What follows belongs to an exercise in optimizing a design on an open flow for small area and a short achievable clock period; a production flow would make more cautious choices. Only simulation tests tie the RTL to the original design; equivalence was not proved.

==> design.v <==
module ppc_block #(
    parameter [31:0] SP_INIT           = 32'd2000000000,
    parameter [31:0] STEP_INIT         = 32'd0,
    parameter integer STEP_MIN         = -11,
    parameter integer STEP_MAX         = 11,
    parameter integer KP_NUM           = 1,
    parameter integer KP_DEN           = 5000,
    parameter integer U_MAX            = 15,
    parameter        LOWER_CLAMP_SYM   = 1'b0,    
    parameter        TRUNC8_SAT        = 1'b0,    
    parameter        DIR_POS_LEVEL     = 1'b1,
    parameter integer PWM_PERIOD_COUNTS = 6000
) (
    input  wire        clk,
    input  wire        rst,
    input  wire        tick,
    input  wire        sel,
    input  wire        we,
    input  wire [3:0]  addr,
    input  wire [31:0] wdata,
    input  wire [31:0] enc_pos,
    input  wire        enc_dir,
    input  wire [31:0] enc_vel,
    output reg  [31:0] rdata,
    output wire        dir_o,
    output wire        pwm_out_en_o,
    output wire        pwm_gen_en_o,
    output wire [7:0]  duty_pct_o,
    output wire [31:0] pulse_o
);
    localparam [3:0] A_STEP     = 4'h0;
    localparam [3:0] A_SETPOINT = 4'h1;
    localparam [3:0] A_POS_TICK = 4'h2;
    localparam [3:0] A_POS_LIVE = 4'h3;
    localparam [3:0] A_ERR      = 4'h4;
    localparam [3:0] A_U        = 4'h5;
    localparam [3:0] A_DUTY     = 4'h6;
    localparam [3:0] A_PULSE    = 4'h7;
    localparam [3:0] A_STATUS   = 4'h8;
    localparam [3:0] A_REJ_VAL  = 4'h9;
    localparam [3:0] A_VEL_S    = 4'hA;
    reg [31:0] sp_q;
    reg [31:0] step_q;
    reg [31:0] err_q;
    reg [7:0]  u8_q;
    reg [31:0] pos_tick_q;
    reg        dir_q;
    reg        pwm_en_q;
    reg [7:0]  duty_q;
    reg [31:0] pulse_q;
    reg [31:0] rej_val_q;
    reg        ticked_q;
    reg        sat_hi_q;
    reg        sat_lo_q;
    reg        wrap8_q;
    reg        step_rej_q;
    reg        acc_err_q;
    wire [31:0] sp1 = sp_q + step_q;
    wire signed [31:0] err = sp1 - enc_pos;
    localparam integer PW = 33 + $clog2(KP_NUM + 1);
    wire signed [PW-1:0] err_x = {{(PW-32){err[31]}}, err};
    wire signed [PW-1:0] p     = -(err_x * KP_NUM);
    wire signed [PW-1:0] kp_den = KP_DEN;
    wire signed [PW-1:0] q      = p / kp_den;
    wire signed [PW-1:0] sat_bound = U_MAX * KP_DEN;
    wire sat_hi = (p > sat_bound);
    wire sat_lo = LOWER_CLAMP_SYM && (p < -sat_bound);
    wire signed [PW-1:0] u_max = U_MAX;
    wire signed [PW-1:0] ui1   = sat_hi ? u_max : q;
    wire signed [PW-1:0] ui    = sat_lo ? -u_max : ui1;
    wire wrap8 = (ui < -128) || (ui > 127);
    wire [7:0] u8 = !wrap8     ? ui[7:0] :
                    TRUNC8_SAT ? (ui[PW-1] ? 8'h80 : 8'h7f) :
                                 ui[7:0];
    wire        u_zero = (u8 == 8'd0);
    wire        u_neg  = u8[7];
    wire [7:0]  mag    = u_neg ? (8'd0 - u8) : u8;   
    wire [31:0] pulse  = (PWM_PERIOD_COUNTS * {24'd0, mag}) / 100;
    wire rd = sel && !we;
    wire addr_reserved = (addr > A_VEL_S);
    wire step_ok = ($signed(wdata) >= STEP_MIN) && ($signed(wdata) <= STEP_MAX);
    wire [31:0] vel_s  = enc_dir ? enc_vel : (32'd0 - enc_vel);
    wire        duty_ovr = (duty_q > 8'd100);
    wire [31:0] status = {23'd0, sat_lo_q, acc_err_q, step_rej_q, wrap8_q,
                          sat_hi_q, duty_ovr, ticked_q, dir_q, pwm_en_q};
    always @(*) begin
        rdata = 32'd0;
        if (!rst && rd) begin
            case (addr)
                A_STEP:     rdata = step_q;
                A_SETPOINT: rdata = sp_q;
                A_POS_TICK: rdata = pos_tick_q;
                A_POS_LIVE: rdata = enc_pos;
                A_ERR:      rdata = err_q;
                A_U:        rdata = {{24{u8_q[7]}}, u8_q};
                A_DUTY:     rdata = {24'd0, duty_q};
                A_PULSE:    rdata = pulse_q;
                A_STATUS:   rdata = status;
                A_REJ_VAL:  rdata = rej_val_q;
                A_VEL_S:    rdata = vel_s;
                default:    rdata = 32'd0;
            endcase
        end
    end
    always @(posedge clk) begin
        if (rst) begin
            sp_q       <= SP_INIT;
            err_q      <= 32'd0;
            u8_q       <= 8'd0;
            pos_tick_q <= 32'd0;
            dir_q      <= 1'b0;
            pwm_en_q   <= 1'b0;
            duty_q     <= 8'd0;
            pulse_q    <= 32'd0;
            ticked_q   <= 1'b0;
            sat_hi_q   <= 1'b0;
            sat_lo_q   <= 1'b0;
            wrap8_q    <= 1'b0;
        end else if (tick) begin
            sp_q       <= sp1;
            err_q      <= err;
            u8_q       <= u8;
            pos_tick_q <= enc_pos;
            ticked_q   <= 1'b1;
            sat_hi_q   <= sat_hi;
            sat_lo_q   <= sat_lo;
            wrap8_q    <= wrap8;
            pwm_en_q   <= !u_zero;
            if (!u_zero) begin
                dir_q   <= u_neg ? ~DIR_POS_LEVEL : DIR_POS_LEVEL;
                duty_q  <= mag;
                pulse_q <= pulse;
            end
        end
    end
    always @(posedge clk) begin
        if (rst) begin
            step_q     <= STEP_INIT;
            rej_val_q  <= 32'd0;
            step_rej_q <= 1'b0;
            acc_err_q  <= 1'b0;
        end else if (sel) begin
            if (we) begin
                if (addr == A_STEP) begin
                    if (step_ok) begin
                        step_q <= wdata;
                    end else begin
                        step_rej_q <= 1'b1;
                        rej_val_q  <= wdata;
                    end
                end else if (addr == A_STATUS) begin
                    if (wdata[6]) step_rej_q <= 1'b0;
                    if (wdata[7]) acc_err_q  <= 1'b0;
                end else begin
                    acc_err_q <= 1'b1;    
                end
            end else if (addr_reserved) begin
                acc_err_q <= 1'b1;        
            end
        end
    end
    assign dir_o        = dir_q;
    assign pwm_out_en_o = pwm_en_q;
    assign pwm_gen_en_o = pwm_en_q;
    assign duty_pct_o   = duty_q;
    assign pulse_o      = pulse_q;
endmodule
==> run.sh <==
#!/bin/bash
# synth_recipe.tcl (not shown) runs the flow's synth.tcl, then flattens the netlist and writes it again
# the make line also repeats each setting of config.mk as NAME=value (left out here)
make -C /OpenROAD-flow-scripts/flow DESIGN_CONFIG=/design/flow/config.mk WORK_HOME=/design/flow/orfs CLKGATE_MAP_FILE= SYNTH_SCRIPT=/design/flow/synth_recipe.tcl finish
==> config.mk <==
export PLATFORM = sky130hd
export DESIGN_NAME = ppc_block
export DESIGN_NICKNAME = ppc_block
export VERILOG_FILES = /design/flow/design.v
export SDC_FILE = /design/flow/constraint.sdc
export NUM_CORES = 4
export LEC_CHECK = 0
export CAP_MARGIN = 20
export CORE_MARGIN = 2
export CORE_UTILIZATION = 40
export SLEW_MARGIN = 20
==> constraint.sdc <==
create_clock -name core_clock -period 55.0 [get_ports {clk}]
set_input_delay 11.0000 -clock core_clock [delete_from_list [all_inputs] [get_ports {clk}]]
set_output_delay 11.0000 -clock core_clock [all_outputs]
set_load 0.01 [all_outputs]
==> reports/metrics.csv <==
metric;value;unit
area_growth;14.5;%
critPathKind;in -> reg;
fillers;7364;
placed_cells;5091;
synth_area_leader_cell;dfxtp_1;
num_vias;31133;
post-route-util;46.1;%
initial_core_util;40.3;%
grt_pass1_vias;28239;
grtUsageTotal;24.9;%
antenna_found_initial;0;
cts_buffers;17;
diodes;0;
setup_viol_count_final;0;
core;72800;um^2
clk_pin_slew;0.09;ns
cts_tree;built;
ys_ff_latch;198;
fin_ws;2.99;ns
status;no timing/DRC/antenna violations;
postSynthCellCount;4031;
postCtsHoldBufs;0;
drtPass1Iterations;6;
numPortBuffers;163;
first_iter_violations;2980;
synth_edf_count;0;
worstPathMaxFanout;11;
overflow;0;
timing.final.crit_period;52.01;ns
ys_top_cells_by_area;dfxtp_1, nor2_1, xnor2_1, mux2i_1, ha_1;
crit_family;compound AO/OA/AOI/OAI gates;
yosysTopAreaCellShare;13.5;%
cts_sinks;198;
max_clock_freq;0.0192;GHz
netlist_area;29400;um^2
rows;99;
finalSetupTns;0;ns
dpl.hpwl;76600;um
die_y;275;um
hold_viol;0;
slew_headroom;29.9;%
ys_warn_count;1;
synth_ff_type;dfxtp_1;
cts-htree-levels;4;
routed_via_density;6.05;
slowest_delay;0.70;ns
ys_types;152;
critPathRequiredTime;55.38;ns
fin_nets;4417;
clkLatencyLatePin;0.48;ns
pre_cts_ws;0.331;ns
io_pins;181;
grt_max_degree;71;
crit_path_end_kind;flop;
cts_buffer_depth;2;
grt_pass1_wl;155000;um
worstMarginPinSlew;1.04;ns
worst_path_max_delay_cell;nor4b_1;
antenna_left;0;
postSynthAreaPerCell;7.28;um^2
layout_commonest_cell;nor2_1;
slew_violations;0;
root_buffer;clkbuf_16;
period_share;94.6;%
drive_above_1_share;10.7;%
ys_seq_area_share;13.5;%
fin_cells;5143;
die-area;75600;um^2
cp_num_buf_inv;15;
arrival;52.40;ns
routed_wl;97800;um
place_congestion;0.921;
drc;0;
die_w;275;um
final_cell_mix;nor2_1, nand2_1, a21oi_1;
cp_common_cell;nand2_1;
cp-start-kind;primary input;
wl_per_cell;19.0;um
worstHoldPathType;reg -> reg;
synthArstFlopShare;0;%
clock_skew;0.0165;ns
drv_cap;0;
## cell families (layout without fill, tap and decap cells)
| family | Yosys count | after routing | synth area share (%) |
|---|---|---|---|
| buffers and inverters | 366 | 502 | 5.51 |
| DFF | 198 | 198 | 13.5 |
| adders and majority gates | 153 | 153 | 7.10 |
| muxes | 201 | 201 | 7.01 |
| other | 1 | 17 | 0.0128 |
| and+or+nand+nor | 1553 | 1553 | 26.4 |
| AOI/OAI and AO/OA | 1224 | 1224 | 30.3 |
| xor gates and xnor gates | 335 | 336 | 10.2 |
## cell type report
| type | instances | area, um^2 | area share (%) |
|---|---|---|---|
| multi-input cells | 3484 | 24500 | 72.9 |
| flip-flops and latches | 198 | 3960 | 11.8 |
| repair buffers | 294 | 2640 | 7.86 |
| well taps | 959 | 1200 | 3.57 |
| inverters | 176 | 661 | 1.97 |
| clock buffers | 17 | 425 | 1.27 |
| clock inverters | 15 | 209 | 0.622 |
## cell usage after synthesis (all sizes together), types with 20 or more instances
master,instances
nor2,525
nand2,306
a21oi,276
xnor2,226
o21ai,212
dfxtp,198
mux2i,179
inv,176
nor3,145
ha,113
nand3,113
xor2,108
clkbuf,98
buf,90
a211oi,63
nand4,62
a31oi,59
and2,58
a21o,55
a22oi,51
and3,51
nor4,51
o211ai,48
nor2b,43
or3,42
o21a,40
nand2b,39
o31ai,36
or2,36
a211o,29
fa,27
a41oi,26
a221oi,25
o22ai,25
a2111oi,24
mux2,21
a22o,20
o2111ai,20
## worst paths after layout
check | startpoint | end | slack, ns | depth (start not counted)
min | err_q[19] | err_q[19] | 0.47 | 2
max reg2reg | sp_q[0] | pulse_q[0] | 9.82 | 200
max | enc_pos[0] | pulse_q[0] | 2.99 | 167
min reg2reg | err_q[19] | err_q[19] | 0.47 | 2
## state kept, by name, indices dropped and copies added, names as in the netlist
register and cells:
pulse_q 15, ticked_q 1, err_q 32, u8_q 8
acc_err_q 1, step_q 32, sp_q 32, pos_tick_q 32
duty_q 8, wrap8_q 1, sat_hi_q 1, pwm_en_q 1
step_rej_q 1, rej_val_q 32, dir_q 1
## per-stage QoR
stage | hold slack [ns] | area [um^2]
floorplan | 0.435 | 29400
global placement | 0.460 | 32200
detailed placement | 0.464 | 32200
CTS | 0.474 | 32800
global route | 0.500 | 33600
finish | 0.474 | 33600
## worst register-to-register path, delay by kind of cell, from the launching register on
family	cells	cell delay, ns
AO/OA/AOI/OAI	102	22.93
flip-flops	1	0.36
XOR/XNOR	13	2.71
multiplexers	9	2.11
buffers and inverters	16	2.38
AND/OR/NAND/NOR	49	10.38
adder cells (fa/ha/maj)	11	4.23
## timing repair
action,4_1_cts,5_1_grt
gates resized for setup,0,116
buffers inserted,0,19
endpoints found under the hold margin,0,0
setup endpoints to repair,0,5
## metal layers
layer / part of all wire [%] / GRT usage [%] / routed length (um) / vias to the layer above
met5: 0 / 0 / 0 / -
met4: 1.3 / 4.45 / 1320 / 0
met3: 6.8 / 2.85 / 6620 / 76
li1: - / - / - / 15264
met1: 48 / 37.0 / 47200 / 14693
met2: 44 / 38.8 / 42600 / 1100

[static timing again, ports no longer ideal]
Ports are ideal in the flow. The routed layout listed here was re-timed in OpenROAD.
Step 1 sets driving cells, clkbuf_16 on the clock port and buf_2 on the other inputs (assumed; they add their load-dependent delay and slew).
Step 2, shift: input delay + t, output delay - t, t = (earliest + latest rising clock arrival at the registers) / 2. This alone moves slack from input paths to output paths.
a / b / c = no drivers / after step 1 / after step 2; a / b = the first two.
shift t [ns]: 0.526
slack for setup (ns): 2.989 / 3.016 / 2.489
worst register clock-pin slew, ns: 0.09 / 0.09
After both steps setup and hold are still met in this run. The setup slack of this run moves by +0.027 ns with the drivers and by -0.500 ns with both steps.
